This design comes from an exercise in tuning for small area and few clock cycles on the open sky130 flow, not from production work. Function was checked by simulation only, so behaviour that the tests miss may differ from the original. Power and IR drop assume default switching activity.

[design/flow/config.mk]
export PLATFORM = sky130hd
export DESIGN_NAME = mmu_walk_engine
export DESIGN_NICKNAME = mmu_walk_engine
export VERILOG_FILES = /design/flow/design.v
export SDC_FILE = /design/flow/constraint.sdc
export NUM_CORES = 4
export LEC_CHECK = 0
export CAP_MARGIN = 20
export CORE_MARGIN = 2
export CORE_UTILIZATION = 40
export CTS_BUF_LIST = sky130_fd_sc_hd__clkbuf_16
export CTS_CLUSTER_DIAMETER = 120
export CTS_CLUSTER_SIZE = 30
export PLACE_DENSITY = 0.6
export SLEW_MARGIN = 20
[design/flow/design.v]
module mmu_walk_engine (
    input  wire        clk,
    input  wire        rst,
    input  wire        cmd_valid,
    output wire        cmd_ready,
    input  wire [31:0] cmd_word,
    input  wire [63:0] cmd_a0,
    input  wire [63:0] cmd_a1,
    input  wire [63:0] cmd_a2,
    output wire        mem_req_valid,
    output wire [47:0] mem_req_addr,
    input  wire        mem_rsp_valid,
    input  wire        mem_rsp_fail,
    input  wire [63:0] mem_rsp_data,
    output wire        reg_req_valid,
    output wire [2:0]  reg_req_sel,
    input  wire        reg_rsp_valid,
    input  wire        reg_rsp_fail,
    input  wire [63:0] reg_rsp_data,
    output wire        rec_valid,
    input  wire        rec_ready,
    output wire [3:0]  rec_type,
    output wire [1:0]  rec_level,
    output wire [8:0]  rec_index,
    output wire [47:0] rec_base,
    output wire [47:0] rec_ea,
    output wire [63:0] rec_raw,
    output wire [63:0] rec_desc,
    output wire [63:0] rec_prefix,
    output wire [11:0] rec_info
);
    localparam [3:0] OP_DECOMPOSE = 4'd1, OP_SELROOT = 4'd2, OP_DECODE = 4'd3,
                     OP_WALK = 4'd4, OP_WALKR = 4'd5, OP_WALKPC = 4'd6,
                     OP_ENUM = 4'd7, OP_ENUMT = 4'd8, OP_DESCRIBE = 4'd9;
    localparam [3:0] R_ILLEGAL = 4'd0, W_ENTRY = 4'd1, E_ENTRY = 4'd2,
                     E_UNREAD = 4'd3, E_TABLE_END = 4'd4, R_DECOMP = 4'd8,
                     R_ROOT = 4'd9, R_DESC = 4'd10, R_PERM = 4'd11,
                     R_MAPPED = 4'd12, R_FAULT = 4'd13, R_ABORT = 4'd14,
                     R_ENUM_DONE = 4'd15;
    localparam [1:0] K_INVALID = 2'd0, K_TABLE = 2'd1, K_BLOCK = 2'd2, K_PAGE = 2'd3;
    localparam [3:0] S_IDLE  = 4'd0,
                     S_REQ   = 4'd1,    
                     S_WAIT  = 4'd2,    
                     S_HOLD  = 4'd3,    
                     S_TEND  = 4'd4,    
                     S_ADV   = 4'd5,    
                     S_TERM  = 4'd6,    
                     S_RREQ  = 4'd7,    
                     S_RWAIT = 4'd8,    
                     S_SET   = 4'd9;    
    function [1:0] desc_kind(input [63:0] raw, input [1:0] l);
        if (!raw[0])
            desc_kind = K_INVALID;
        else if (l == 2'd0)
            desc_kind = K_TABLE;
        else if (l == 2'd3)
            desc_kind = K_PAGE;
        else if (raw[1])
            desc_kind = K_TABLE;
        else
            desc_kind = K_BLOCK;
    endfunction
    function [63:0] desc_pack(input [63:0] raw, input [1:0] l);
        reg [1:0] k;
        reg       b1, b2;
        begin
            k  = desc_kind(raw, l);
            b1 = (k == K_BLOCK) && (l == 2'd1);
            b2 = (k == K_BLOCK);
            if (k == K_INVALID)
                desc_pack = 64'd0;
            else
                desc_pack = {6'd0, (l == 2'd0) && !raw[1], k, raw[54:53], 5'd0,
                             raw[47:30], raw[29:21] & {9{!b1}}, raw[20:12] & {9{!b2}},
                             1'b0, raw[10:6], 1'b0, raw[4:2], 1'b0, raw[0]};
        end
    endfunction
    function [11:0] describe(input [63:0] dd);
        describe = {dd[4:2], 1'b0, dd[9:8], dd[10], dd[53], dd[54], 1'b0, dd[7:6]};
    endfunction
    function cmd_legal(input [31:0] w);
        case (w[3:0])
            OP_DECOMPOSE, OP_SELROOT, OP_WALK, OP_WALKR, OP_WALKPC, OP_DESCRIBE:
                cmd_legal = (w[31:4] == 28'd0);
            OP_DECODE:
                cmd_legal = (w[31:6] == 26'd0);
            OP_ENUM, OP_ENUMT:
                cmd_legal = (w[31:18] == 14'd0) && (w[7:6] == 2'd0);
            default:
                cmd_legal = 1'b0;
        endcase
    endfunction
    reg [3:0]   state;
    reg         m_walk;         
    reg         m_enumt;        
    reg [3:0]   ttype;          
    reg [1:0]   lvl;            
    reg [1:0]   slvl;           
    reg [9:0]   cap;
    reg         trunc;          
    reg         rs_pc, rs_t1;   
    reg [63:0]  raw_q;          
    reg         fail_q;         
    reg [63:0]  pfx;            
    reg [11:0]  va_lo;          
    reg         va55;
    reg [35:0]  fb0, fb1, fb2, fb3;    
    reg [8:0]   fi0, fi1, fi2, fi3;    
    reg [9:0]   fe0, fe1, fe2, fe3;    
    reg  [35:0] cur_base;
    reg  [8:0]  cur_idx;
    reg  [9:0]  cur_emit;
    always @(*) begin
        case (lvl)
            2'd0:    begin cur_base = fb0; cur_idx = fi0; cur_emit = fe0; end
            2'd1:    begin cur_base = fb1; cur_idx = fi1; cur_emit = fe1; end
            2'd2:    begin cur_base = fb2; cur_idx = fi2; cur_emit = fe2; end
            default: begin cur_base = fb3; cur_idx = fi3; cur_emit = fe3; end
        endcase
    end
    wire        in_wait  = (state == S_WAIT);
    wire        in_hold  = (state == S_HOLD);
    wire        in_adv   = (state == S_ADV);
    wire        in_req   = (state == S_REQ);
    wire        in_tend  = (state == S_TEND);
    wire        in_term  = (state == S_TERM);
    wire        in_rwait = (state == S_RWAIT);
    wire        in_set   = (state == S_SET);
    wire        rsp      = in_wait && mem_rsp_valid;
    wire        quick    = rsp && (mem_rsp_fail || (!m_walk && !mem_rsp_data[0]));
    wire        q_rec    = !m_walk && mem_rsp_fail;            
    wire        fl       = in_wait ? mem_rsp_fail : fail_q;
    wire [1:0]  kind     = desc_kind(raw_q, lvl);
    wire        valid_d  = (kind != K_INVALID);
    wire        is_tab   = (kind == K_TABLE);
    wire        h_go     = in_hold && rec_ready;
    wire        h_tab    = h_go && !fail_q && is_tab;
    wire        blk  = m_walk && (kind == K_BLOCK);
    wire        blk1 = blk && (lvl == 2'd1);
    wire [35:0] nb   = {raw_q[47:30], blk1 ? fi2 : raw_q[29:21], blk ? fi3 : raw_q[20:12]};
    wire        new_ent  = in_hold && !fail_q;                 
    wire [9:0]  emit_a   = cur_emit + {9'd0, new_ent};
    wire        end_exh  = m_enumt || (cur_idx == 9'd511);
    wire        end_cap  = !m_enumt && (emit_a >= cap);
    wire        adv_req  = !end_exh && !end_cap;
    wire        advance  = (quick && !m_walk && (!q_rec || rec_ready)) ||
                           (h_go && !m_walk && !h_tab) || in_adv;
    wire [8:0]  idx_out  = cur_idx + {8'd0, !in_req};
    wire [35:0] path = {fi0 & {9{slvl == 2'd0}},
                        fi1 & {9{slvl <= 2'd1 && lvl >= 2'd1}},
                        fi2 & {9{slvl <= 2'd2 && lvl >= 2'd2}},
                        fi3 & {9{lvl == 2'd3}}};
    wire [63:0] cp = pfx | {16'd0, path, 12'd0};
    assign cmd_ready     = (state == S_IDLE);
    assign mem_req_valid = in_req || (advance && adv_req);
    assign mem_req_addr  = {cur_base, idx_out, 3'b000};
    assign reg_req_valid = (state == S_RREQ) ||
                           (in_rwait && reg_rsp_valid && !reg_rsp_fail && !rs_t1);
    assign reg_req_sel   = in_rwait ? {2'b00, !rs_pc} : {rs_pc, 1'b0, rs_t1};
    assign rec_valid  = (rsp && q_rec) || in_hold || in_tend || in_term;
    assign rec_type   = in_term ? ttype : in_tend ? E_TABLE_END :
                        m_walk ? W_ENTRY : fl ? E_UNREAD : E_ENTRY;
    assign rec_level  = lvl;
    assign rec_index  = cur_idx;
    assign rec_base   = {cur_base, va_lo & {12{in_term}}};
    assign rec_ea     = {cur_base, cur_idx, 3'b000};
    assign rec_raw    = raw_q;
    assign rec_desc   = desc_pack(raw_q, lvl);
    assign rec_prefix = {cp[63:48] | {16{cp[47]}}, cp[47:0]};
    assign rec_info   = in_tend ? {1'b0, trunc, cur_emit} :
                        (ttype == R_PERM) ? describe(raw_q) :
                        {7'd0, rs_pc, 1'b0, rs_t1,
                         (ttype == R_ABORT) ? 2'b11 :
                         (ttype == R_FAULT) ? {fail_q, !fail_q} : kind};
    wire [3:0]  op      = cmd_word[3:0];
    wire [1:0]  cmd_lv  = cmd_word[5:4];
    wire        legal   = cmd_legal(cmd_word);
    wire        op_enum = (op == OP_ENUM) || (op == OP_ENUMT);
    wire        op_walk = (op == OP_WALK) || (op == OP_WALKR) || (op == OP_WALKPC);
    wire [63:0] idx_src = op[3] ? cmd_a2 : cmd_a0;
    wire        accept  = (state == S_IDLE) && cmd_valid;
    wire        reg_ok  = in_rwait && reg_rsp_valid && !reg_rsp_fail;
    wire [35:0] fb_d = accept ? (cmd_a0[55] ? cmd_a2[47:12] : cmd_a1[47:12]) :
                       in_rwait ? reg_rsp_data[47:12] : nb;
    wire        fb_root = reg_ok && !rs_pc && (rs_t1 == va55);
    wire [1:0]  lvl1    = lvl + 2'd1;
    wire        w_map   = h_go && m_walk && valid_d && !is_tab;  
    wire        w_adv   = advance && adv_req;
    wire        w_pc    = reg_ok && rs_pc;
    wire [35:0] fi_src  = {idx_src[47:39], idx_src[38:30], idx_src[29:21], idx_src[20:12]} &
                          {36{op != OP_ENUM}};
    wire [35:0] fi_pc   = reg_rsp_data[47:12];
    reg  [3:0]  we_fb, we_fi, we_fe, dn;
    integer k;
    always @(*) begin
        for (k = 0; k < 4; k = k + 1) begin
            dn[k]    = h_tab && (lvl1 == k);
            we_fb[k] = (accept && !op_enum && (k == 0)) || (in_set && slvl == k) ||
                       (fb_root && k == 0) || dn[k] || (w_map && lvl == k);
            we_fi[k] = accept || w_pc || (dn[k] && !m_enumt && !m_walk) || (w_adv && lvl == k);
            we_fe[k] = accept || (h_go && !m_walk && (lvl == k || dn[k]));
        end
    end
    wire [8:0]  fi_nx0 = accept ? fi_src[35:27] : w_pc ? fi_pc[35:27] : (w_adv ? idx_out : 9'd0);
    wire [8:0]  fi_nx1 = accept ? fi_src[26:18] : w_pc ? fi_pc[26:18] : (w_adv ? idx_out : 9'd0);
    wire [8:0]  fi_nx2 = accept ? fi_src[17:9]  : w_pc ? fi_pc[17:9]  : (w_adv ? idx_out : 9'd0);
    wire [8:0]  fi_nx3 = accept ? fi_src[8:0]   : w_pc ? fi_pc[8:0]   : (w_adv ? idx_out : 9'd0);
    always @(posedge clk) begin
        if (we_fb[0]) fb0 <= fb_d;
        if (we_fb[1]) fb1 <= fb_d;
        if (we_fb[2]) fb2 <= fb_d;
        if (we_fb[3]) fb3 <= fb_d;
        if (we_fi[0]) fi0 <= fi_nx0;
        if (we_fi[1]) fi1 <= fi_nx1;
        if (we_fi[2]) fi2 <= fi_nx2;
        if (we_fi[3]) fi3 <= fi_nx3;
        if (we_fe[0]) fe0 <= (accept || dn[0]) ? 10'd0 : emit_a;
        if (we_fe[1]) fe1 <= (accept || dn[1]) ? 10'd0 : emit_a;
        if (we_fe[2]) fe2 <= (accept || dn[2]) ? 10'd0 : emit_a;
        if (we_fe[3]) fe3 <= (accept || dn[3]) ? 10'd0 : emit_a;
        if (rsp)
            raw_q <= mem_rsp_data;
        else if (accept)
            raw_q <= {mem_rsp_data[63:55], cmd_a0[54:53], mem_rsp_data[52:49], cmd_a0[55],
                      cmd_a0[47:32], legal ? cmd_a0[31:0] : cmd_word};
        if (rsp)
            fail_q <= mem_rsp_fail;
    end
    always @(posedge clk) begin
        if (rst) begin
            state <= S_IDLE;
        end else begin
            case (state)
                S_IDLE: begin
                    if (cmd_valid) begin
                        pfx     <= cmd_a1;
                        cap     <= cmd_word[17:8];
                        slvl    <= cmd_lv;
                        lvl     <= cmd_lv;
                        m_walk  <= op_walk;
                        m_enumt <= (op == OP_ENUMT);
                        va55    <= cmd_a0[55];
                        va_lo   <= cmd_a0[11:0] & {12{op[2]}};
                        ttype   <= {2'b10, (op == OP_DECODE) || (op == OP_DESCRIBE),
                                    (op == OP_SELROOT) || (op == OP_DESCRIBE)};
                        trunc   <= 1'b1;
                        rs_pc   <= (op == OP_WALKPC);
                        rs_t1   <= 1'b0;
                        if (!legal) begin
                            ttype <= R_ILLEGAL;
                            state <= S_TERM;
                        end else begin
                            case (op)
                                OP_WALK:   state <= S_REQ;
                                OP_WALKR,
                                OP_WALKPC: state <= S_RREQ;
                                OP_ENUM,
                                OP_ENUMT:  state <= S_SET;
                                default:   state <= S_TERM;
                            endcase
                        end
                    end
                end
                S_SET: state <= (!m_enumt && cap == 10'd0) ? S_TEND : S_REQ;
                S_RREQ: state <= S_RWAIT;
                S_RWAIT: begin
                    if (reg_rsp_valid) begin
                        if (reg_rsp_fail) begin
                            ttype <= R_ABORT;
                            state <= S_TERM;
                        end else begin
                            if (rs_pc) begin
                                va_lo <= reg_rsp_data[11:0];
                                va55  <= reg_rsp_data[55];
                            end
                            rs_pc <= 1'b0;
                            rs_t1 <= !rs_pc;
                            if (rs_t1)
                                state <= S_REQ;
                        end
                    end
                end
                S_REQ: state <= S_WAIT;
                S_WAIT: begin
                    if (mem_rsp_valid) begin
                        if (m_walk && mem_rsp_fail) begin
                            ttype <= R_FAULT;
                            state <= S_TERM;
                        end else if (!quick || (q_rec && !rec_ready)) begin
                            state <= S_HOLD;
                        end
                    end
                end
                S_HOLD: begin
                    if (rec_ready) begin
                        if (!fail_q && is_tab) begin
                            lvl   <= lvl1;
                            state <= S_REQ;
                        end else if (m_walk) begin
                            ttype <= valid_d ? R_MAPPED : R_FAULT;
                            state <= S_TERM;
                        end
                    end
                end
                S_TEND: begin
                    if (rec_ready) begin
                        if (lvl == slvl) begin
                            ttype <= R_ENUM_DONE;
                            state <= S_TERM;
                        end else begin
                            lvl   <= lvl - 2'd1;
                            state <= S_ADV;
                        end
                    end
                end
                S_TERM: begin
                    if (rec_ready)
                        state <= S_IDLE;
                end
                default: ;
            endcase
            if (advance) begin
                if (adv_req) begin
                    state <= S_WAIT;
                end else begin
                    trunc <= !end_exh;
                    state <= S_TEND;
                end
            end
        end
    end
endmodule
[design/flow/constraint.sdc]
create_clock -name core_clock -period 10.0 [get_ports {clk}]
set_input_delay 2.0000 -clock core_clock [delete_from_list [all_inputs] [get_ports {clk}]]
set_output_delay 2.0000 -clock core_clock [all_outputs]
set_load 0.01 [all_outputs]
[design/flow/flow/run.sh]
#!/bin/bash
# Layout flow: the standard ORFS flow, with the port buffers that global
# placement inserts on every input and output made of the smallest buffer
# cell (sky130_fd_sc_hd__buf_1) instead of the cell the resizer picks.
# The full output of the flow goes to flow_standard.log in this folder.
set -euo pipefail
bash standard.sh "BUFFER_PORTS_ARGS=-buffer_cell sky130_fd_sc_hd__buf_1" finish > flow_standard.log 2>&1
[design/flow/standard.sh]
#!/bin/bash
# synth_recipe.tcl (not shown) runs the flow's synth.tcl, then flattens the netlist and writes it again
# the make line also repeats each setting of config.mk as NAME=value (left out here)
make -C /OpenROAD-flow-scripts/flow DESIGN_CONFIG=/design/flow/config.mk WORK_HOME=/design/flow/orfs CLKGATE_MAP_FILE= SYNTH_SCRIPT=/design/flow/synth_recipe.tcl "${@:-finish}"
==> key figures, run 1 <==
Yosys
  • Post-synth top area cell: edfxtp_1
  • Post-synthesis sequential area ratio: 57.2%
  • Synth top area share: 56.9%
  • Most used flip-flop cell after synthesis: edfxtp_1
  • Netlist cell types: 66
  • Synthesized instance count: 1844
  • Post-Synthesis Cell Area: ~0.020 mm²
  • Post-synthesis register bit count: 389
  • Yosys warns: 1
  • Mean post-synth cell area: 11.0 µm²
  • Post-synth EDFFs: 385
  • Top cells by area, synth: edfxtp_1, buf_4, nand2_1
  • Asr flop ratio synth: 0%

Worst hold path
  • Hold Crit Class: reg -> reg

Pwr
  • Worst vdd ir: 0.149 mV
  • Pleak: 8.05 nW
  • Cell Pwr Density: 237 mW/mm²

STA
  • Worst Max-Slew Pin Slew: 1.10 ns
  • Final slew viol count: 0
  • Final Hold Fails: 0
  • Post-Route Skew: ~0.026 ns
  • Period minus WS final: 7.55 ns
  • Worst slew margin: 26.4%
  • Fmax: 0.133 GHz
  • Setup TNS: 0 ns
  • RSZ-0062 raised after global routing: false
  • Final setup viols: 0
  • Final period utilization: around 75%
  • Setup ws final: 2.45 ns

Routing
  • Total number of vias: 16900
  • Initial DRC count: 1704
  • Wire per inst: between 20 and 30 µm
  • Post-Route WL: 81400 µm
  • Vias per cell: 5.68
  • Drt first pass iters: 9
  • Detail Route Antenna Nets: 0
  • DRC: 0

Worst setup path
  • Critical path endpoint: mem_req_valid
  • R2R Path Start: lvl[1]
  • Worst Path Max Fanout: 28
  • CP max-delay cell: ha_2
  • Critical Path RT: 8.00 ns
  • Largest stage delay on the critical path: 0.70 ns
  • Ordered cell list for the critical path: inv_1, ha_2, a222oi_1, a21oi_1, ha_1, nand4_1, nor3_1, xnor2_1, inv_1, ha_1, a21oi_1, o21ai_0, a31oi_1, nand3_1, or3_1, nand2_1, buf_1
  • Worst flop-to-flop path endpoint: fi2[2]
  • Critical Path AT: 5.55 ns
  • Critical Path Sink Type: primary output
  • FF-to-FF setup slack: between 4 and 5 ns
  • Worst Setup SP: lvl[1]
  • Crit Path Class: reg -> out
  • Worst-case reg-to-reg path depth: 17
  • Critical path launch point type: flop

Floorplan
  • Initial Utilization: 40.5%
  • Ports: 730
  • Die H: 229 µm
  • # rows: 82
  • Core area: about 0.050 mm²
  • Area of the die: 0.0527 mm²
  • Die Wd: 229 µm

Clocking
  • Max clock buf depth: 3
  • H-tree depth: 1
  • Sink Count: approximately 390
  • Setup Fix Bufs, Post-CTS: 0
  • Cells resized by post-CTS repair: 0
  • Post-CTS Hold Fix Bufs: 0
  • CTS tree: yes
  • Clock transition at the registers of the reported paths: 0.12 ns
  • Clk root buf: clkbuf_16
  • Num CTS Buffers: 17
  • Worst skew pair latency: 0.55 ns

Global route
  • First-pass GRT wire length: 113000 µm
  • Vias in the first global route: roughly 16000
  • Grt total ovfl: 0
  • GRT Util Overall: about 30%
  • Number of antenna violations at the first check in global routing: 2
  • Largest net degree at the start of global routing: 85

Placement
  • Post-DP Area: approximately 0.022 mm²
  • RD Place Congestion: 0.928
  • Detailed Place HPWL: 59800 µm
  • I/O Buffers: about 650
  • Pre-CTS setup slack: ~3.1 ns

Layout
  • FF/Latch Area: 0.0116 mm²
  • Final #Nets: 2678
  • Commonest non-fill, non-tap cell in the layout: buf_1
  • Area of the multi-input gates: 0.00708 mm²
  • Post-route cell area: 0.0230 mm²
  • P&R area growth vs syn: 13.0%
  • Share of layout cells above drive strength 1: between 4 and 5%
  • # fillers: 4938
  • Most frequent cells in the layout: buf_1, edfxtp_1, nand2_1

Run status
  • Status: complete, no violations

Job
  • Max-Cap Viols: 0
-- worst min-delay path by stage --
| stage | from | endpoint | slack [ns] | cells after the start |
|---|---|---|---|---|
| finish | trunc | trunc | 0.64 | 2 |
| global route | trunc | trunc | 0.72 | 2 |
| CTS | trunc | trunc | 0.65 | 2 |
| detailed placement | trunc | trunc | 0.62 | 2 |
| global placement | trunc | trunc | 0.63 | 2 |
| floorplan | trunc | trunc | 0.55 | 2 |
-- power breakdown --
group	total [mW]	switching (mW)	internal, mW
clock network	0.847	0.525	0.322
registers	2.46	0.203	2.26
logic	2.14	1.52	0.621
-- cell usage after synthesis (3+ instances only) --
cell / count
edfxtp_1: 385
nand2_1: 266
buf_4: 150
nor2_1: 144
a21oi_1: 93
clkbuf_1: 89
and2_1: 72
a222oi_1: 52
o21ai_0: 52
mux2i_1: 48
inv_1: 42
a21o_1: 41
a31oi_1: 40
nand3_1: 34
mux2_2: 30
a221o_1: 28
nor2b_1: 27
o211ai_1: 27
a211oi_1: 23
nand2b_1: 22
ha_1: 20
buf_1: 19
xnor2_1: 15
nor3_1: 13
buf_2: 11
nor4_1: 10
xor2_1: 7
a22o_1: 5
a22oi_1: 5
and3_1: 5
o21a_1: 5
dfxtp_1: 4
nand4_1: 4
o22ai_1: 4
a221oi_1: 3
a311oi_1: 3
a32oi_1: 3
and4_1: 3
nand3b_1: 3
o31ai_1: 3
-- sequential cells by signal, summed over array words and instances (netlist names), 12 cells and up --
signal  cells
va_lo      12
pfx        64
fb1        36
raw_q      64
fb0        36
fb2        36
fb3        36
-- kinds of logic (layout without fill, tap and decap cells) --
kind of cell	count (synthesis)	in the layout	share of synthesized area [%]
AND/OR/NAND/NOR	616	616	13.8
AO/OA/AOI/OAI	402	402	14.0
flip-flops	389	389	57.2
buffers and inverters	315	752	8.70
multiplexers	78	78	4.02
XOR/XNOR	22	22	0.948
adder cells (fa/ha/maj)	21	21	1.28
other	1	23	0.0184
-- cell type report --
class                      count  share of cell area, %
inverter                      43                  0.714
timing repair buffer         687                   12.0
multi-input combinational   1160                   30.8
antenna                        2                 0.0218
clock buffer                  17                   1.85
clock inverter                 5                  0.229
tap                          672                   3.66
sequential                   389                   50.7
-- routing by layer --
| metal | vias up | global-route usage, % | wire length, µm |
|---|---|---|---|
| met1 | 8357 | 40.9 | 34100 |
| li1 | 7510 | - | - |
| met4 | 0 | 8.24 | 2270 |
| met5 | - | 0 | 0 |
| met2 | 909 | 49.1 | 38800 |
| met3 | 108 | 3.27 | 6270 |
-- critical path, delay by kind of cell (launching register included) --
kind	cells	cell delay [ns]
and+or+nand+nor	5	1.38
xor gates and xnor gates	1	0.30
AOI/OAI and AO/OA	5	1.07
DFF	1	0.51
buffers and inverters	3	0.45
adders and majority gates	3	1.28
-- through the flow --
step           instances  power (mW)  hold WS [ns]  util [%]
2_1_floorplan       1864        3.79         0.555         -
3_3_place_gp        2948        4.58         0.627      44.7
3_5_place_dp        2948        4.61         0.624      44.7
4_1_cts             2970        5.44         0.653      45.6
5_1_grt             2974        5.69         0.722      45.8
6_report            2975        5.45         0.641      45.8
Testbench counts, summed over its fixed seeds: cycles 186,347.
==> inputs of run 2 (changes only) <==
--- a/design/flow/config.mk
+++ b/design/flow/config.mk
@@ -9,7 +9,7 @@
 export CORE_MARGIN = 2
-export CORE_UTILIZATION = 40
-export CTS_BUF_LIST = sky130_fd_sc_hd__clkbuf_16
-export CTS_CLUSTER_DIAMETER = 120
-export CTS_CLUSTER_SIZE = 30
-export PLACE_DENSITY = 0.6
+export CORE_UTILIZATION = 65
+export CTS_BUF_LIST = sky130_fd_sc_hd__clkbuf_8
+export CTS_CLUSTER_DIAMETER = 150
+export CTS_CLUSTER_SIZE = 40
+export PLACE_DENSITY = 0.75
 export SLEW_MARGIN = 20
==> run 2 against run 1 <==
Against the previous run:
- the run now fails in I/O pin placement
- area after synthesis unchanged
- synthesized cell count is the same
==> key figures, run 2 <==
Yosys
  • Synth top area share: 56.9%
  • Asr flop ratio synth: 0%
  • Post-synth top area cell: edfxtp_1
  • Post-Synthesis Cell Area: approximately 0.020 mm²
  • Post-synthesis register bit count: 389
  • Post-synth EDFFs: 385
  • Yosys warns: 1
  • Count leader, synth: edfxtp_1
  • Most instantiated cells after synthesis: edfxtp_1, nand2_1, buf_4
  • Top cells by area, synth: edfxtp_1, buf_4, nand2_1
  • Most used flip-flop cell after synthesis: edfxtp_1
  • Synthesized instance count: 1844
  • Netlist cell types: 66
  • Mean post-synth cell area: around 11 µm²
  • Post-synthesis sequential area ratio: 57.2%

Floorplan
  • # rows: 64
  • Die H: between 150 and 200 µm
  • Die Wd: 181 µm
  • Initial Utilization: 66.3%

Run status
  • Status: did not finish
  • First Err: [ERROR PPL-0024] Number of IO pins (730) exceeds maximum number of available positions (648). Increase the die perimeter from 723.50um to 992.80um.
  • Fail Step: I/O pin placement
## run 2: logic make-up after synthesis
logic type,count (synthesis),synth area share [%]
buffers and inverters,315,8.70
other,1,0.0184
multiplexers,78,4.02
XOR/XNOR,22,0.948
AO/OA/AOI/OAI,402,14.0
adder cells (fa/ha/maj),21,1.28
AND/OR/NAND/NOR,616,13.8
flip-flops,389,57.2
==> inputs of run 3 (changes only) <==
==> design/flow/run.sh (new file) <==
#!/bin/bash
# synth_recipe.tcl (not shown) runs the flow's synth.tcl, then flattens the netlist and writes it again
# the make line also repeats each setting of config.mk as NAME=value (left out here)
make -C /OpenROAD-flow-scripts/flow DESIGN_CONFIG=/design/flow/config.mk WORK_HOME=/design/flow/orfs CLKGATE_MAP_FILE= SYNTH_SCRIPT=/design/flow/synth_recipe.tcl finish
--- a/design/flow/config.mk
+++ b/design/flow/config.mk
@@ -9,7 +9,4 @@
 export CORE_MARGIN = 2
-export CORE_UTILIZATION = 65
-export CTS_BUF_LIST = sky130_fd_sc_hd__clkbuf_8
-export CTS_CLUSTER_DIAMETER = 150
-export CTS_CLUSTER_SIZE = 40
-export PLACE_DENSITY = 0.75
+export CORE_UTILIZATION = 40
+export PLACE_DENSITY = 0.6
 export SLEW_MARGIN = 20
removed: design/flow/flow/run.sh
removed: design/flow/standard.sh
==> run 3 against run 2 <==
Against the previous run:
- now clean on timing, DRC and antenna
- area after synthesis unchanged
- synthesized cell count stayed put
==> key figures, run 3 <==
Worst setup path
  • Critical Path Sink Type: primary output
  • Crit Path Class: reg -> out
  • Worst Setup SP: lvl[1]
  • Critical Path AT: 5.73 ns
  • Critical path launch point type: flop
  • Crit path buf inv count: 3
  • Worst Path Max Fanout: 22
  • R2R Path Start: lvl[1]
  • Largest stage delay on the critical path: between 0.5 and 0.6 ns
  • FF-to-FF setup slack: 4.17 ns
  • CP max-delay cell: ha_2
  • Worst-case reg-to-reg path depth: 17
  • Ordered cell list for the critical path: inv_1, ha_2, a222oi_1, a21oi_1, ha_1, nand4_1, nor3_1, xnor2_1, inv_1, ha_1, a21oi_1, o21ai_0, a31oi_1, nand3_1, or3_1, nand2_1, clkdlybuf4s50_1
  • Worst flop-to-flop path endpoint: fi1[4]
  • Critical Path RT: approximately 8 ns
  • Worst path top cell family by delay: simple AND/OR/NAND/NOR gates

Pwr
  • Sw Share: between 30% and 40%
  • Pleak: ~10 nW
  • Clock Power Share: 23.2%
  • Switching power of the nets: 2.37 mW
  • Sequential power share: 36.9%
  • Worst vdd ir: ~0.12 mV
  • Internal: 4.32 mW
  • Comb power frac: 39.9%
  • Cell Pwr Density: 240 mW/mm²
  • Total chip power: 6.69 mW

Routing
  • Drt first pass iters: 6
  • Detail Route Antenna Nets: 0
  • Total number of vias: about 17000
  • DRC: 0
  • Post-Route WL: 83300 µm
  • Wire per inst: 27.5 µm
  • Vias per cell: 5.59
  • Initial DRC count: about 1700

Yosys
  • Most used flip-flop cell after synthesis: edfxtp_1
  • Largest family of logic cells by synthesized area: compound AO/OA/AOI/OAI gates
  • Post-synthesis register bit count: ~390
  • Post-synthesis sequential area ratio: 57.2%
  • Yosys warns: 1
  • Count leader, synth: edfxtp_1
  • XOR/XNOR share of the synthesized area: less than 1%
  • Mux cell area share after synthesis: 4.02%
  • Most instantiated cells after synthesis: edfxtp_1, nand2_1, buf_4
  • Post-synth top area cell: edfxtp_1
  • Netlist cell types: 66
  • Synthesized instance count: 1844
  • Compound-Gate Fraction of Synth Area: 14.0%
  • Synth top area share: 56.9%
  • Post-Synth Simple-Gate Area: about 14%
  • Post-Synth Adder-Cell Area: about 1.3%
  • Top cells by area, synth: edfxtp_1, buf_4, nand2_1
  • Asr flop ratio synth: 0%
  • Mean post-synth cell area: 11.0 µm²
  • Post-synth EDFFs: 385
  • Post-Synthesis Cell Area: 0.0203 mm²

Global route
  • Number of antenna violations at the first check in global routing: 5
  • Grt total ovfl: 0
  • Vias in the first global route: 16500
  • GRT Util Overall: between 30 and 40%
  • Largest net degree at the start of global routing: 84
  • First-pass GRT wire length: between 100000 and 150000 µm

Layout
  • FF/Latch Area: 0.0116 mm²
  • P&R area growth vs syn: 36.9%
  • Area of the multi-input gates: around 0.0071 mm²
  • Post-route cell area: about 0.028 mm²
  • Commonest non-fill, non-tap cell in the layout: clkdlybuf4s50_1
  • Final #Nets: 2700
  • # fillers: 4374
  • Most frequent cells in the layout: clkdlybuf4s50_1, edfxtp_1, nand2_1
  • Top flop regs: pfx x64, raw_q x64
  • Share of layout cells above drive strength 1: 6.12%
  • Layout Cells excl Fill: approximately 3000
  • Final core utilization: 55.5%

Floorplan
  • Die Wd: 229 µm
  • Die H: roughly 230 µm
  • Initial Utilization: 40.5%
  • # rows: 82
  • Core area: around 0.05 mm²
  • Ports: 730
  • Area of the die: 0.0527 mm²

Clocking
  • Num CTS Buffers: 44
  • CTS tree: yes
  • H-tree depth: 2
  • Clock transition at the registers of the reported paths: ~0.06 ns
  • Worst skew pair latency: 0.58 ns
  • Setup Fix Bufs, Post-CTS: 0
  • Sink Count: between 300 and 400
  • Post-CTS Hold Fix Bufs: 0
  • Cells resized by post-CTS repair: 0
  • Clk root buf: clkbuf_16
  • Max clock buf depth: 3

Placement
  • Detailed Place HPWL: 61700 µm
  • Pre-CTS setup slack: 2.84 ns
  • RD Place Congestion: 0.913
  • I/O Buffers: 652
  • Cell Count Post-Placement: 2944
  • Post-DP Area: around 0.026 mm²

STA
  • Worst slew margin: between 20 and 25%
  • Hold slack: 0.625 ns
  • Post-Route Skew: roughly 0.014 ns
  • Worst Max-Slew Pin Slew: between 1 and 1.5 ns
  • RSZ-0062 raised after global routing: false
  • Setup ws final: 2.27 ns
  • Final period utilization: 77.3%
  • Setup TNS: 0 ns
  • Period minus WS final: about 7.7 ns
  • Fmax: 0.129 GHz
  • Final slew viol count: 0
  • Final Hold Fails: 0
  • Final setup viols: 0

Worst hold path
  • Min-delay src: trunc
  • Hold Path End: trunc
  • WHS Path Cells: 2
  • Hold Crit Class: reg -> reg

Job
  • Max-Cap Viols: 0

Run status
  • Status: complete, no violations
-- run 3: metal layers --
| metal | up-vias | GRT usage, % | part of all wire (%) |
|---|---|---|---|
| li1 | 7589 | - | - |
| met1 | 8343 | 40.0 | 40 |
| met2 | 885 | 52.7 | 49 |
| met3 | 104 | 6.32 | 8.3 |
| met4 | 4 | 7.08 | 2.2 |
| met5 | - | 0 | 0.031 |
-- run 3: final cells by class --
type	count	area share (%)
flip-flops and latches	389	41.8
diodes	2	0.0180
clock inverters	22	0.593
clock buffers	58	4.30
well taps	672	3.02
repair buffers	682	24.3
multi-input cells	1160	25.4
inverters	43	0.589
-- run 3: tightest hold or removal path, stage by stage (launching register included) --
cell	delay [ns]
edfxtp_1	0.35
a211oi_1	0.05
nor2_1	0.11
-- run 3: power groups by stage --
stage          clock (mW)  sequential [mW]  combinational, mW
2_1_floorplan           0             2.44               1.35
5_1_grt              1.64             2.49               2.84
4_1_cts              1.58             2.47               2.68
6_report             1.55             2.47               2.67
3_3_place_gp            0             2.49               2.65
3_5_place_dp            0             2.50               2.67
-- run 3: how the worst max path moves through the flow --
stage          slack (ns)  depth (start not counted)             to
6_report             2.27                         17  mem_req_valid
5_1_grt              1.85                         17  mem_req_valid
4_1_cts              2.22                         17  mem_req_valid
3_5_place_dp         2.84                         17  mem_req_valid
3_3_place_gp         2.89                         17  mem_req_valid
2_1_floorplan        3.64                          4         cap[0]
-- run 3: cells by family (layout without fill, tap and decap cells) --
family                   count (synthesis)  in the layout
AO/OA/AOI/OAI                          402            402
XOR/XNOR                                22             22
adder cells (fa/ha/maj)                 21             21
buffers and inverters                  315            805
flip-flops                             389            389
multiplexers                            78             78
other                                    1             23
AND/OR/NAND/NOR                        616            616
==> inputs of run 4 (changes only) <==
==> design/flow/flow/run.sh (new file) <==
#!/bin/bash
# Layout flow: the standard ORFS flow with two changes:
#  - the port buffers that global placement inserts on every input and output
#    are the smallest buffer cell (sky130_fd_sc_hd__buf_1);
#  - clock tree synthesis clusters the flip-flops in larger groups and inserts
#    no dummy load cells.
# The full output of the flow goes to flow_standard.log in this folder.
set -euo pipefail
bash standard.sh \
  "BUFFER_PORTS_ARGS=-buffer_cell sky130_fd_sc_hd__buf_1" \
  "CTS_ARGS=-sink_clustering_enable -repair_clock_nets -dont_use_dummy_load -sink_clustering_size 20 -sink_clustering_max_diameter 100 -buf_list sky130_fd_sc_hd__clkbuf_16" \
  finish > flow_standard.log 2>&1
==> design/flow/standard.sh (new file) <==
#!/bin/bash
# synth_recipe.tcl (not shown) runs the flow's synth.tcl, then flattens the netlist and writes it again
# the make line also repeats each setting of config.mk as NAME=value (left out here)
make -C /OpenROAD-flow-scripts/flow DESIGN_CONFIG=/design/flow/config.mk WORK_HOME=/design/flow/orfs CLKGATE_MAP_FILE= SYNTH_SCRIPT=/design/flow/synth_recipe.tcl "${@:-finish}"
removed: design/flow/run.sh
==> run 4 against run 3 <==
Against the previous run:
- die area unchanged
- combinational power down about 20%
- power down 17%
- setup slack better by 0.26 ns
- area after synthesis unchanged
- flip-flop and latch count unchanged
- count of clock-buffer cells in the layout down 35
- worst hold slack better by 0.010 ns
- global-route usage down 1.1 points
- cell area down 17%
- sequential power about the same
- critical path type unchanged
- critical endpoint unchanged
==> key figures, run 4 <==
Run status
  • Status: complete, no violations

Yosys
  • Netlist cell types: between 60 and 70
  • Post-synthesis register bit count: 389
  • Top cells by area, synth: edfxtp_1, buf_4, nand2_1
  • Asr flop ratio synth: 0%
  • XOR/XNOR share of the synthesized area: 0.948%
  • Synthesized instance count: 1844
  • Compound-Gate Fraction of Synth Area: 14.0%
  • Mux cell area share after synthesis: 4.02%
  • Yosys warns: 1
  • Most used flip-flop cell after synthesis: edfxtp_1
  • Post-synth EDFFs: 385
  • Most instantiated cells after synthesis: edfxtp_1, nand2_1, buf_4
  • Mean post-synth cell area: about 11 µm²
  • Post-Synth Simple-Gate Area: between 10% and 20%
  • Post-synthesis sequential area ratio: between 50% and 60%
  • Post-Synthesis Cell Area: 0.0203 mm²
  • Count leader, synth: edfxtp_1
  • Synth top area share: 56.9%
  • Post-Synth Adder-Cell Area: 1.28%
  • Largest family of logic cells by synthesized area: compound AO/OA/AOI/OAI gates
  • Post-synth top area cell: edfxtp_1

Worst setup path
  • R2R Path Start: lvl[1]
  • Critical Path Sink Type: primary output
  • Critical path launch point type: flop
  • Worst Path Max Fanout: 28
  • Crit Path Class: reg -> out
  • Worst-case reg-to-reg path depth: 17
  • FF-to-FF setup slack: 4.37 ns
  • Critical Path AT: 5.47 ns
  • Worst flop-to-flop path endpoint: fi2[2]
  • Critical Path RT: about 8.0 ns

Floorplan
  • Core area: 0.0502 mm²
  • Area of the die: around 0.053 mm²
  • Ports: 730
  • Die H: 229 µm
  • Initial Utilization: 40.5%
  • Die Wd: between 200 and 250 µm
  • # rows: 82

Clocking
  • Post-CTS Hold Fix Bufs: 0
  • Cells resized by post-CTS repair: 0
  • Sink Count: 389
  • H-tree depth: 1
  • Setup Fix Bufs, Post-CTS: 0
  • Max clock buf depth: 3
  • Num CTS Buffers: 23
  • Clock transition at the registers of the reported paths: 0.09 ns
  • Worst skew pair latency: 0.57 ns
  • Clk root buf: clkbuf_16
  • CTS tree: yes

STA
  • RSZ-0062 raised after global routing: false
  • Final Hold Fails: 0
  • Setup TNS: 0 ns
  • Final period utilization: 74.7%
  • Worst slew margin: approximately 25%
  • Final setup viols: 0
  • Fmax: between 0.1 and 0.15 GHz
  • Post-Route Skew: 0.0288 ns
  • Period minus WS final: 7.47 ns
  • Setup ws final: about 2.5 ns
  • Worst Max-Slew Pin Slew: around 1.1 ns
  • Final slew viol count: 0

Routing
  • Initial DRC count: 1714
  • DRC: 0
  • Total number of vias: 16800
  • Post-Route WL: 81700 µm
  • Vias per cell: 5.65
  • Drt first pass iters: 7
  • Wire per inst: 27.5 µm
  • Detail Route Antenna Nets: 0

Pwr
  • Switching power of the nets: around 2.3 mW
  • Pleak: 8.10 nW
  • Sequential power share: 44.4%
  • Clock Power Share: 17.1%
  • Worst vdd ir: 0.122 mV
  • Cell Pwr Density: 240 mW/mm²
  • Internal: roughly 3.3 mW
  • Comb power frac: between 30% and 40%
  • Sw Share: 40.6%

Global route
  • Vias in the first global route: 16300
  • GRT Util Overall: between 20% and 30%
  • Number of antenna violations at the first check in global routing: 3
  • First-pass GRT wire length: 113000 µm
  • Largest net degree at the start of global routing: 85
  • Grt total ovfl: 0

Layout
  • # fillers: 4929
  • Layout Cells excl Fill: 2975
  • Most frequent cells in the layout: buf_1, edfxtp_1, nand2_1
  • Area of the multi-input gates: just over 0.007 mm²
  • Final #Nets: 2684
  • Top flop regs: pfx x64, raw_q x64
  • P&R area growth vs syn: 13.4%
  • Share of layout cells above drive strength 1: under 10%
  • Commonest non-fill, non-tap cell in the layout: buf_1
  • FF/Latch Area: about 0.012 mm²

Placement
  • Pre-CTS setup slack: 3.10 ns
  • Cell Count Post-Placement: 2948
  • Detailed Place HPWL: 59800 µm
  • RD Place Congestion: roughly 0.93
  • I/O Buffers: 652

Worst hold path
  • Min-delay src: trunc
  • Hold Path End: trunc
  • Hold Crit Class: reg -> reg
  • WHS Path Cells: 2

Job
  • Max-Cap Viols: 0
==> run 4: per-layer routing <==
layer	global-route usage (%)	wire, µm
met1	40.8	33700
met2	50.0	39600
met3	3.83	6800
met4	6.53	1660
met5	0	13
==> run 4: metrics by stage <==
stage / total power, mW / utilization (%) / instance area, µm² / hold WS, ns
3_3_place_gp: 4.58 / 44.7 / 22400 / 0.627
4_1_cts: 5.54 / 45.8 / 23000 / 0.645
2_1_floorplan: 3.79 / - / 20400 / 0.555
5_1_grt: 5.79 / 46.0 / 23100 / 0.713
6_report: 5.55 / 46.0 / 23100 / 0.635
3_5_place_dp: 4.61 / 44.7 / 22400 / 0.624
==> run 4: worst max path at each step <==
stage / slack, ns / startpoint / cells past startpoint / endpoint
after CTS: 2.50 / lvl[1] / 17 / mem_req_valid
final: 2.53 / lvl[1] / 17 / mem_req_valid
after global routing: 2.25 / lvl[1] / 17 / mem_req_valid
after floorplan: 3.64 / cmd_valid / 4 / cap[0]
after detailed placement: 3.10 / lvl[1] / 17 / mem_req_valid
after global placement: 3.14 / lvl[1] / 17 / mem_req_valid
==> run 4: cells by family (layout without fill, tap and decap cells) <==
| family | count (synthesis) | in the layout |
|---|---|---|
| other | 1 | 22 |
| buffers and inverters | 315 | 753 |
| XOR/XNOR | 22 | 22 |
| flip-flops | 389 | 389 |
| adder cells (fa/ha/maj) | 21 | 21 |
| AND/OR/NAND/NOR | 616 | 616 |
| multiplexers | 78 | 78 |
| AO/OA/AOI/OAI | 402 | 402 |
==> run 4: power groups by stage <==
stage | clock, mW | combinational, mW | sequential, mW
3_3_place_gp | 0 | 2.09 | 2.49
5_1_grt | 1.01 | 2.29 | 2.49
2_1_floorplan | 0 | 1.35 | 2.44
6_report | 0.946 | 2.14 | 2.46
4_1_cts | 0.959 | 2.12 | 2.46
3_5_place_dp | 0 | 2.11 | 2.50
==> run 4: worst max-delay path, cell delays in order, from the launching register on <==
cell and delay [ns]:
edfxtp_1 0.50, inv_1 0.17, ha_2 0.69, a222oi_1 0.26, a21oi_1 0.34, ha_1 0.27, nand4_1 0.20, nor3_1 0.28
xnor2_1 0.29, inv_1 0.10, ha_1 0.31, a21oi_1 0.13, o21ai_0 0.10, a31oi_1 0.23, nand3_1 0.12, or3_1 0.57
nand2_1 0.19, buf_1 0.17
==> run 4: cell type report <==
cell class | instances | share of cell area (%)
flip-flops and latches | 389 | 50.5
inverters | 43 | 0.711
clock buffers | 23 | 2.50
multi-input cells | 1160 | 30.7
diodes | 1 | 0.0108
well taps | 672 | 3.65
repair buffers | 687 | 12.0
==> inputs of run 5 (changes only) <==
--- a/design/flow/design.v
+++ b/design/flow/design.v
@@ -104,4 +104,2 @@
     reg [63:0]  pfx;            
-    reg [11:0]  va_lo;          
-    reg         va55;
     reg [35:0]  fb0, fb1, fb2, fb3;    
@@ -164,3 +162,3 @@
     assign rec_index  = cur_idx;
-    assign rec_base   = {cur_base, va_lo & {12{in_term}}};
+    assign rec_base   = {cur_base, pfx[11:0] & {12{in_term && m_walk}}};
     assign rec_ea     = {cur_base, cur_idx, 3'b000};
@@ -184,3 +182,3 @@
                        in_rwait ? reg_rsp_data[47:12] : nb;
-    wire        fb_root = reg_ok && !rs_pc && (rs_t1 == va55);
+    wire        fb_root = reg_ok && !rs_pc && (rs_t1 == raw_q[48]);
     wire [1:0]  lvl1    = lvl + 2'd1;
@@ -225,2 +223,8 @@
                       cmd_a0[47:32], legal ? cmd_a0[31:0] : cmd_word};
+        else if (w_pc)
+            raw_q[48] <= reg_rsp_data[55];
+        if (accept)
+            pfx <= {cmd_a1[63:12], op_walk ? cmd_a0[11:0] : cmd_a1[11:0]};
+        else if (w_pc)
+            pfx[11:0] <= reg_rsp_data[11:0];
         if (rsp)
@@ -235,3 +239,2 @@
                     if (cmd_valid) begin
-                        pfx     <= cmd_a1;
                         cap     <= cmd_word[17:8];
@@ -241,4 +244,2 @@
                         m_enumt <= (op == OP_ENUMT);
-                        va55    <= cmd_a0[55];
-                        va_lo   <= cmd_a0[11:0] & {12{op[2]}};
                         ttype   <= {2'b10, (op == OP_DECODE) || (op == OP_DESCRIBE),
@@ -271,6 +272,2 @@
                         end else begin
-                            if (rs_pc) begin
-                                va_lo <= reg_rsp_data[11:0];
-                                va55  <= reg_rsp_data[55];
-                            end
                             rs_pc <= 1'b0;
--- a/design/flow/config.mk
+++ b/design/flow/config.mk
@@ -7,3 +7,3 @@
 export LEC_CHECK = 0
-export CAP_MARGIN = 20
+export CAP_MARGIN = 5
 export CORE_MARGIN = 2
@@ -11,2 +11,2 @@
 export PLACE_DENSITY = 0.6
-export SLEW_MARGIN = 20
+export SLEW_MARGIN = 5
==> run 5 against run 4 <==
Against the previous run:
- critical endpoint unchanged
- routed wire length increased by 5.5%
- cell count increased by 0.54%
- first-iteration DRC count increased by 14%
- critical path depth unchanged
- count of clock-buffer cells in the layout increased by 1
- power increased by 11%
- flip-flop and latch count decreased by 13
- register-to-register slack got worse by 1.0 ns
- sequential power increased by 4%
- combinational power increased by 23%
- die area decreased by 0.24%
- area after synthesis decreased by 0.24%
==> key figures, run 5 <==
Clocking
  • Clock transition at the registers of the reported paths: 0.09 ns
  • H-tree depth: 1
  • Sink Count: 376
  • Cells resized by post-CTS repair: 0
  • Max clock buf depth: 3
  • Num CTS Buffers: 24
  • Clk root buf: clkbuf_16
  • Setup Fix Bufs, Post-CTS: 0
  • CTS tree: yes
  • Post-CTS Hold Fix Bufs: 0
  • Worst skew pair latency: just under 0.6 ns

Worst setup path
  • Cell mode on critical path: ha_1
  • Ordered cell list for the critical path: ha_1, buf_4, clkinv_2, a21oi_1, ha_1, ha_1, o211ai_1, xor2_1, inv_1, ha_1, a21oi_1, o21ai_0, a221oi_1, o22ai_1, or2_2, nand2_1, buf_1
  • Critical Path AT: 5.76 ns
  • CP max-delay cell: xor2_1
  • FF-to-FF setup slack: 3.33 ns
  • Critical Path Sink Type: primary output
  • Crit Path Class: reg -> out
  • Critical Path RT: 8.00 ns
  • Critical path launch point type: flop
  • Worst Path Max Fanout: 31
  • Largest stage delay on the critical path: around 0.55 ns

Worst hold path
  • Hold Crit Class: reg -> reg

Global route
  • GRT Util Overall: between 30% and 40%
  • Grt total ovfl: 0
  • First-pass GRT wire length: between 100000 and 150000 µm
  • Vias in the first global route: 16300
  • Number of antenna violations at the first check in global routing: 3
  • Largest net degree at the start of global routing: between 70 and 80

Yosys
  • Yosys warns: 1
  • Synthesized instance count: 1848
  • Post-synthesis sequential area ratio: 55.5%
  • Top cells by area, synth: edfxtp_1, buf_4, nand2_1
  • Post-synth EDFFs: 372
  • Synth top area share: 55.1%
  • Post-synthesis register bit count: 376
  • Post-Synthesis Cell Area: 0.0203 mm²
  • Most used flip-flop cell after synthesis: edfxtp_1
  • Netlist cell types: 70
  • Post-synth top area cell: edfxtp_1
  • Asr flop ratio synth: 0%
  • Count leader, synth: edfxtp_1
  • Mean post-synth cell area: 11.0 µm²
  • Most instantiated cells after synthesis: edfxtp_1, nand2_1, nor2_1

STA
  • Worst Max-Slew Pin Slew: 1.20 ns
  • Final slew viol count: 0
  • Setup TNS: 0 ns
  • Final Hold Fails: 0
  • Final period utilization: between 70% and 80%
  • RSZ-0062 raised after global routing: false
  • Worst slew margin: 19.4%
  • Period minus WS final: 7.76 ns
  • Final setup viols: 0
  • Setup ws final: 2.24 ns
  • Fmax: 0.129 GHz
  • Post-Route Skew: 0.0531 ns

Run status
  • Status: complete, no violations

Layout
  • Share of layout cells above drive strength 1: 5.66%
  • Top flop regs: pfx x64, raw_q x64
  • # fillers: between 4000 and 5000
  • Commonest non-fill, non-tap cell in the layout: buf_1
  • Most frequent cells in the layout: buf_1, edfxtp_1, nand2_1
  • P&R area growth vs syn: 13.6%
  • Area of the multi-input gates: roughly 0.0074 mm²
  • FF/Latch Area: 0.0113 mm²
  • Final core utilization: between 40% and 50%
  • Final #Nets: 2695
  • Layout Cells excl Fill: 2991

Pwr
  • Pleak: 8.08 nW
  • Sequential power share: around two fifths
  • Cell Pwr Density: 266 mW/mm²
  • Sw Share: 43.7%
  • Comb power frac: 42.9%
  • Clock Power Share: 15.5%
  • Worst vdd ir: 0.159 mV
  • Internal: 3.46 mW
  • Switching power of the nets: 2.68 mW

Floorplan
  • Area of the die: 0.0525 mm²
  • Initial Utilization: approximately two fifths
  • Core area: 0.0501 mm²
  • Die Wd: 229 µm
  • Ports: 730
  • Die H: 229 µm
  • # rows: just over 80

Routing
  • Drt first pass iters: 7
  • DRC: 0
  • Post-Route WL: 86100 µm
  • Vias per cell: 5.84
  • Wire per inst: 28.8 µm
  • Total number of vias: 17500
  • Initial DRC count: between 1500 and 2000
  • Detail Route Antenna Nets: 0

Placement
  • I/O Buffers: between 600 and 700
  • Pre-CTS setup slack: 2.93 ns
  • RD Place Congestion: 0.952
  • Detailed Place HPWL: around 64000 µm
  • Cell Count Post-Placement: between 2000 and 3000

Job
  • Max-Cap Viols: 0
-- run 5: path summary, 6_finish.rpt --
check,start,endpoint,cells past startpoint
setup / recovery,lvl[0],mem_req_valid,17
hold reg to reg,trunc,trunc,2
hold / removal,trunc,trunc,2
setup reg to reg,lvl[0],fi1[6],17
-- run 5: area by class of cell --
type                    instances  area share, %
multi-input cells            1171           32.1
inverters                      49          0.809
diodes                          6         0.0651
well taps                     672           3.65
repair buffers                693           12.0
flip-flops and latches        376           48.8
clock buffers                  24           2.60
-- run 5: power groups by stage --
stage          Clock [mW]  Sequential [mW]  Combinational [mW]
3_3_place_gp            0             2.57                2.60
2_1_floorplan           0             2.49                1.64
3_5_place_dp            0             2.58                2.62
5_1_grt              1.01             2.58                2.79
4_1_cts             0.968             2.55                2.63
6_report            0.954             2.55                2.64
-- run 5: stage by stage --
step           power (mW)  cell area, µm²  hold slack [ns]
2_1_floorplan        4.14           20400            0.575
3_3_place_gp         5.17           22400            0.642
3_5_place_dp         5.20           22400            0.646
4_1_cts              6.14           23000            0.662
5_1_grt              6.39           23000            0.690
6_report             6.14           23100            0.661
-- run 5: cell families (layout without fill, tap and decap cells) --
kind of cell             count (synthesis)  count (layout)  share of synthesized area, %
adder cells (fa/ha/maj)                 20              20                          1.23
XOR/XNOR                                19              19                         0.820
flip-flops                             376             376                          55.5
multiplexers                            90              90                          4.51
AO/OA/AOI/OAI                          401             401                          14.5
buffers and inverters                  321             766                          8.99
other                                    1              27                        0.0185
AND/OR/NAND/NOR                        620             620                          14.5
-- run 5: per-layer routing --
metal / up-vias / share of wire [%] / global-route usage (%) / routed length (µm)
li1: 7608 / - / - / -
met1: 8701 / 41 / 42.4 / 35100
met4: 0 / 3.3 / 10.7 / 2830
met2: 1033 / 48 / 51.8 / 41100
met5: - / 0 / 0 / 0
met3: 121 / 8.2 / 4.28 / 7070
-- run 5: critical path: cells and delay by family, from the launching register on --
family | cells | cell delay [ns]
AOI/OAI and AO/OA | 6 | 1.51
buffers and inverters | 4 | 1.10
DFF | 1 | 0.51
and+or+nand+nor | 2 | 0.43
adders and majority gates | 4 | 1.06
xor gates and xnor gates | 1 | 0.55
Testbench counts of run 5, summed over its fixed seeds: cycles 186,347.
==> inputs of run 6 (changes only) <==
--- a/design/flow/config.mk
+++ b/design/flow/config.mk
@@ -7,3 +7,3 @@
 export LEC_CHECK = 0
-export CAP_MARGIN = 5
+export CAP_MARGIN = 20
 export CORE_MARGIN = 2
@@ -11,2 +11,2 @@
 export PLACE_DENSITY = 0.6
-export SLEW_MARGIN = 5
+export SLEW_MARGIN = 20
==> run 6 against run 5 <==
Against the previous run:
- still clean on timing, DRC and antenna
- flip-flop and latch count unchanged
- sequential power about the same
- synthesized cell count unchanged
- sequential share of layout area about the same
- critical path type unchanged
==> key figures, run 6 <==
Run status
  • Status: complete, no violations

Pwr
  • Pleak: approximately 8 nW
  • Comb power frac: between 40% and 50%
  • Internal: 3.46 mW
  • Sequential power share: 41.6%
  • Clock Power Share: 15.5%
  • Total chip power: 6.14 mW
  • Worst vdd ir: 0.160 mV
  • Sw Share: between 40% and 50%
  • Cell Pwr Density: between 200 and 300 mW/mm²
  • Switching power of the nets: 2.68 mW

Routing
  • Initial DRC count: around 2100
  • Wire per inst: 28.8 µm
  • DRC: 0
  • Drt first pass iters: 6
  • Post-Route WL: 86100 µm
  • Vias per cell: 5.81
  • Total number of vias: approximately 17000
  • Detail Route Antenna Nets: 0

Worst setup path
  • Critical Path RT: 8.00 ns
  • Crit Path Class: reg -> out
  • Critical path launch point type: flop
  • FF-to-FF setup slack: approximately 3.4 ns
  • Worst Path Max Fanout: 31
  • Worst-case reg-to-reg path depth: 17
  • Critical Path AT: roughly 5.7 ns
  • Critical Path Sink Type: primary output

Global route
  • GRT Util Overall: 31.3%
  • Number of antenna violations at the first check in global routing: 5
  • First-pass GRT wire length: 118000 µm
  • Vias in the first global route: 16300
  • Grt total ovfl: 0
  • Largest net degree at the start of global routing: 76

Placement
  • Detailed Place HPWL: 64000 µm
  • RD Place Congestion: 0.952
  • I/O Buffers: 652

Yosys
  • Post-synth top area cell: edfxtp_1
  • Compound-Gate Fraction of Synth Area: 14.5%
  • Post-Synthesis Cell Area: around 0.020 mm²
  • Yosys warns: 1
  • Largest family of logic cells by synthesized area: compound AO/OA/AOI/OAI gates
  • Count leader, synth: edfxtp_1
  • Post-Synth Adder-Cell Area: 1.23%
  • Synth top area share: 55.1%
  • Netlist cell types: 70
  • Top cells by area, synth: edfxtp_1, buf_4, nand2_1
  • Post-Synth Simple-Gate Area: 14.5%
  • Most used flip-flop cell after synthesis: edfxtp_1
  • Most instantiated cells after synthesis: edfxtp_1, nand2_1, nor2_1
  • Post-synth EDFFs: 372
  • Post-synthesis register bit count: 376
  • XOR/XNOR share of the synthesized area: less than 1%
  • Asr flop ratio synth: 0%
  • Post-synthesis sequential area ratio: 55.5%
  • Mean post-synth cell area: 11.0 µm²
  • Synthesized instance count: ~1800
  • Mux cell area share after synthesis: under 10%

STA
  • Post-Route Skew: slightly above 0.05 ns
  • Setup TNS: 0 ns
  • Fmax: ~0.13 GHz
  • Final Hold Fails: 0
  • RSZ-0062 raised after global routing: false
  • Period minus WS final: 7.71 ns
  • Worst slew margin: 23.2%
  • Final period utilization: 77.1%
  • Final setup viols: 0
  • Worst Max-Slew Pin Slew: between 1 and 1.5 ns
  • Final slew viol count: 0

Layout
  • Commonest non-fill, non-tap cell in the layout: buf_1
  • Share of layout cells above drive strength 1: 5.75%
  • Top flop regs: pfx x64, raw_q x64
  • Most frequent cells in the layout: buf_1, edfxtp_1, nand2_1
  • Final #Nets: about 2700
  • P&R area growth vs syn: 13.7%

Clocking
  • Cells resized by post-CTS repair: 0
  • CTS tree: yes
  • Worst skew pair latency: roughly 0.58 ns
  • H-tree depth: 1
  • Max clock buf depth: 3
  • Sink Count: 376
  • Post-CTS Hold Fix Bufs: 0
  • Setup Fix Bufs, Post-CTS: 0
  • Clk root buf: clkbuf_16
  • Num CTS Buffers: 24
  • Clock transition at the registers of the reported paths: 0.09 ns

Floorplan
  • Ports: 730
  • Area of the die: ~0.053 mm²
  • Initial Utilization: 40.5%
  • Core area: 0.0501 mm²
  • # rows: 82
  • Die H: around 230 µm
  • Die Wd: 229 µm

Worst hold path
  • Hold Crit Class: reg -> reg
  • WHS Path Cells: 2

Job
  • Max-Cap Viols: 0
==> run 6: changes by cell type in the layout (fill, tap and decap cells not counted) <==
cell,previous run,this run
o21ai_2,0,2
o21ai_1,9,7
diode_2,6,4
==> run 6: logic make-up after synthesis <==
family / Yosys count
XOR/XNOR: 19
adder cells (fa/ha/maj): 20
AND/OR/NAND/NOR: 620
buffers and inverters: 321
multiplexers: 90
other: 1
flip-flops: 376
AO/OA/AOI/OAI: 401
==> run 6: area by class of cell <==
type	instances	area (µm²)
inverters	49	186
clock buffers	24	601
diodes	4	10.0
well taps	672	841
fillers	4937	27000
repair buffers	693	2760
flip-flops and latches	376	11300
multi-input cells	1171	7410
==> run 6: worst paths after layout <==
check | from | endpoint
setup / recovery | lvl[0] | mem_req_valid
setup reg to reg | lvl[0] | fi1[6]
hold / removal | trunc | trunc
hold reg to reg | trunc | trunc
==> run 6: layer usage <==
layer / share of wire [%] / vias to the layer above / global-route usage [%]
met5: 0 / - / 0
met4: 3.5 / 0 / 11.2
met3: 8.3 / 122 / 4.43
met2: 48 / 1037 / 51.5
met1: 41 / 8600 / 42.3
li1: - / 7610 / -
==> run 6: power groups by stage <==
stage          logic (mW)  registers, mW  clock network [mW]
4_1_cts              2.63           2.55               0.968
3_3_place_gp         2.60           2.57                   0
6_report             2.63           2.55               0.954
2_1_floorplan        1.64           2.49                   0
3_5_place_dp         2.62           2.58                   0
5_1_grt              2.80           2.58                1.01
==> run 6: per-stage QoR <==
stage	hold slack [ns]	setup WS (ns)	area (µm²)	instances	utilization (%)
global placement	0.642	3.00	22400	2961	44.8
detailed placement	0.646	2.93	22400	2961	44.8
global route	0.690	1.97	23100	2988	46.0
floorplan	0.575	3.34	20400	1868	-
finish	0.671	2.29	23100	2989	46.1
CTS	0.662	2.31	23000	2985	46.0
==> run 6: worst max-delay path: stages (launching register included) <==
cell and delay, ns:
edfxtp_1 0.51, ha_1 0.20, buf_4 0.35, clkinv_2 0.48, a21oi_1 0.40, ha_1 0.30
ha_1 0.24, o211ai_1 0.17, xor2_1 0.56, inv_1 0.10, ha_1 0.33, a21oi_1 0.13
o21ai_0 0.10, a221oi_1 0.41, o22ai_1 0.24, or2_2 0.34, nand2_1 0.09, buf_1 0.16
==> inputs of run 7 (changes only) <==
--- a/design/flow/flow/run.sh
+++ b/design/flow/flow/run.sh
@@ -10,3 +10,3 @@
   "BUFFER_PORTS_ARGS=-buffer_cell sky130_fd_sc_hd__buf_1" \
-  "CTS_ARGS=-sink_clustering_enable -repair_clock_nets -dont_use_dummy_load -sink_clustering_size 20 -sink_clustering_max_diameter 100 -buf_list sky130_fd_sc_hd__clkbuf_16" \
+  "CTS_ARGS=-sink_clustering_enable -repair_clock_nets -dont_use_dummy_load -sink_clustering_size 25 -sink_clustering_max_diameter 110 -buf_list sky130_fd_sc_hd__clkbuf_16" \
   finish > flow_standard.log 2>&1
--- a/design/flow/config.mk
+++ b/design/flow/config.mk
@@ -7,3 +7,3 @@
 export LEC_CHECK = 0
-export CAP_MARGIN = 20
+export CAP_MARGIN = 5
 export CORE_MARGIN = 2
@@ -11,2 +11,2 @@
 export PLACE_DENSITY = 0.6
-export SLEW_MARGIN = 20
+export SLEW_MARGIN = 5
==> run 7 against run 6 <==
Against the previous run:
- still clean on timing, DRC and antenna
- flip-flop and latch count unchanged
- combinational power about the same
- routed wire length down 0.16%
- first-iteration DRC count down 5.4%
- synthesized cell count unchanged
- cell count down 0.17%
- count of clock-buffer cells in the layout down 5
- non-clock buffer count unchanged
- area after synthesis unchanged
- largest cell class unchanged
==> key figures, run 7 <==
Clocking
  • Worst skew pair latency: between 0.5 and 0.6 ns
  • Clk root buf: clkbuf_16
  • Cells resized by post-CTS repair: 0
  • Post-CTS Hold Fix Bufs: 0
  • Max clock buf depth: 3
  • Setup Fix Bufs, Post-CTS: 0
  • Num CTS Buffers: 19
  • H-tree depth: 1
  • Clock transition at the registers of the reported paths: about 0.11 ns
  • Sink Count: 376
  • CTS tree: yes

Worst setup path
  • Critical Path AT: 5.71 ns
  • Critical path launch point type: flop
  • Worst Path Max Fanout: 31
  • Critical Path Sink Type: primary output
  • Crit Path Class: reg -> out
  • Critical Path RT: 8.00 ns
  • FF-to-FF setup slack: roughly 3.4 ns

STA
  • Final setup viols: 0
  • Period minus WS final: 7.71 ns
  • Worst Max-Slew Pin Slew: approximately 1.3 ns
  • Setup TNS: 0 ns
  • Post-Route Skew: 0.0564 ns
  • Final slew viol count: 0
  • Final period utilization: between 70% and 80%
  • Fmax: roughly 0.13 GHz
  • Setup ws final: 2.29 ns
  • RSZ-0062 raised after global routing: false
  • Worst slew margin: approximately 15%
  • Final Hold Fails: 0

Floorplan
  • Ports: 730
  • Core area: 0.0501 mm²
  • # rows: 82
  • Die Wd: 229 µm
  • Area of the die: 0.0525 mm²
  • Initial Utilization: 40.5%
  • Die H: 229 µm

Layout
  • Final #Nets: roughly 2700
  • Top flop regs: pfx x64, raw_q x64
  • Commonest non-fill, non-tap cell in the layout: buf_1
  • Share of layout cells above drive strength 1: 5.46%
  • Most frequent cells in the layout: buf_1, edfxtp_1, nand2_1
  • P&R area growth vs syn: 13.0%
  • # fillers: 4966
  • Layout Cells excl Fill: around 3000

Yosys
  • Mean post-synth cell area: 11.0 µm²
  • Count leader, synth: edfxtp_1
  • Post-synth top area cell: edfxtp_1
  • Asr flop ratio synth: 0%
  • Most used flip-flop cell after synthesis: edfxtp_1
  • Post-Synthesis Cell Area: 0.0203 mm²
  • Top cells by area, synth: edfxtp_1, buf_4, nand2_1
  • Most instantiated cells after synthesis: edfxtp_1, nand2_1, nor2_1
  • Post-synthesis sequential area ratio: 55.5%
  • Post-synth EDFFs: 372
  • Yosys warns: 1
  • Synthesized instance count: 1848
  • Netlist cell types: 70
  • Post-synthesis register bit count: 376
  • Synth top area share: 55.1%

Pwr
  • Worst vdd ir: 0.126 mV
  • Cell Pwr Density: 263 mW/mm²
  • Clock Power Share: 14.1%
  • Comb power frac: between 40% and 50%
  • Switching power of the nets: between 2 and 3 mW
  • Pleak: 8.02 nW
  • Internal: 3.37 mW
  • Sw Share: 44.1%
  • Sequential power share: ~42%

Global route
  • GR Util met1: 42.5%
  • First-pass GRT wire length: 118000 µm
  • Met3 global-route usage: 4.26%
  • Vias in the first global route: 16200
  • Largest net degree at the start of global routing: 76
  • Met2 Use GR: 51.4%
  • GRT Util Overall: 31.3%
  • Number of antenna violations at the first check in global routing: 3
  • Grt total ovfl: 0
  • Most used routing layer: met2

Worst hold path
  • Hold Crit Class: reg -> reg

Routing
  • Wire per inst: between 20 and 30 µm
  • Post-Route WL: 86000 µm
  • Drt first pass iters: 7
  • Initial DRC count: 1975
  • DRC: 0
  • Vias per cell: 5.82
  • Total number of vias: 17400
  • Detail Route Antenna Nets: 0

Placement
  • I/O Buffers: 652
  • RD Place Congestion: 0.952
  • Detailed Place HPWL: between 60000 and 70000 µm
  • Pre-CTS setup slack: 2.93 ns
  • Cell Count Post-Placement: slightly below 3000

Run status
  • Status: complete, no violations

Job
  • Max-Cap Viols: 0
run 7: area by class of cell:
| type | count | area [µm²] | share of cell area, % |
|---|---|---|---|
| Tap cell | 672 | 841 | 3.67 |
| Sequential cell | 376 | 11300 | 49.1 |
| Timing Repair Buffer | 693 | 2760 | 12.0 |
| Multi-Input combinational cell | 1171 | 7400 | 32.3 |
| Clock buffer | 19 | 475 | 2.07 |
| Antenna cell | 4 | 10.0 | 0.0437 |
| Inverter | 49 | 186 | 0.813 |
run 7: power by group through the flow:
stage                     sequential [mW]  clock (mW)  combinational [mW]
after CTS                            2.55       0.862                2.63
after detailed placement             2.58           0                2.62
final                                2.55       0.849                2.63
after global routing                 2.58       0.906                2.80
after global placement               2.57           0                2.60
after floorplan                      2.49           0                1.64
run 7: routing by layer:
metal	vias up	routed length (µm)
met5	-	0
met4	0	2980
met3	118	6840
met2	987	41000
met1	8666	35200
li1	7601	-
run 7: cell families after synthesis:
kind of cell / after synthesis / share of synthesized area (%)
AO/OA/AOI/OAI: 401 / 14.5
XOR/XNOR: 19 / 0.820
adder cells (fa/ha/maj): 20 / 1.23
buffers and inverters: 321 / 8.99
flip-flops: 376 / 55.5
multiplexers: 90 / 4.51
other: 1 / 0.0185
AND/OR/NAND/NOR: 620 / 14.5
run 7: critical path, stage by stage (launching register included):
cell and delay [ns]:
edfxtp_1 0.53, ha_1 0.19, buf_4 0.36, clkinv_2 0.48, a21oi_1 0.40, ha_1 0.30, ha_1 0.24, o211ai_1 0.17
xor2_1 0.54, inv_1 0.10, ha_1 0.33, a21oi_1 0.13, o21ai_0 0.10, a221oi_1 0.44, o22ai_1 0.25, or2_2 0.34
nand2_1 0.09, buf_1 0.16
run 7: final timing paths:
path              endpoint  cells after the start   start
max          mem_req_valid                     17  lvl[0]
min                  trunc                      2   trunc
max reg2reg         fi3[6]                     17  lvl[0]
min reg2reg          trunc                      2   trunc
run 7: through the flow:
| step | hold WS, ns | power, mW | cell area [µm²] | util [%] |
|---|---|---|---|---|
| 3_3_place_gp | 0.642 | 5.17 | 22400 | 44.8 |
| 3_5_place_dp | 0.646 | 5.20 | 22400 | 44.8 |
| 5_1_grt | 0.693 | 6.28 | 22900 | 45.8 |
| 4_1_cts | 0.665 | 6.03 | 22900 | 45.8 |
| 6_report | 0.686 | 6.04 | 22900 | 45.8 |
| 2_1_floorplan | 0.575 | 4.14 | 20400 | - |

[port drivers added, routing unchanged]
In the flow no input, the clock included, has a driving cell. The finished layouts below were timed again as built, in two steps.
Step 1: set_driving_cell puts a clkbuf_16 on clk and a buf_2 on each other input, an assumption about the parent block.
Step 2 moves the port delays by t, midway between the first and last clock arrival at a register: inputs arrive t later, outputs are due t later. That takes back most of the time a late clock gives input paths.
Slacks: no drivers / after step 1 / after step 2; pairs: no drivers / after step 1.
| run | shift t [ns] | slack for setup (ns) | worst setup path at the end | cell pins on the clock port's net |
|---|---|---|---|---|
| run 1 | 0.598 | 2.453 / 2.395 / 2.993 | register to output | 1 |
| run 3 | 0.635 | 2.273 / 2.208 / 2.842 | register to output | 1 |
| run 4 | 0.611 | 2.530 / 2.473 / 3.084 | register to output | 1 |
| run 5 | 0.618 | 2.243 / 2.180 / 2.798 | register to output | 1 |
| run 6 | 0.617 | 2.290 / 2.229 / 2.846 | register to output | 1 |
| run 7 | 0.605 | 2.288 / 2.227 / 2.833 | register to output | 1 |
After both steps setup and hold are still met in every run listed.
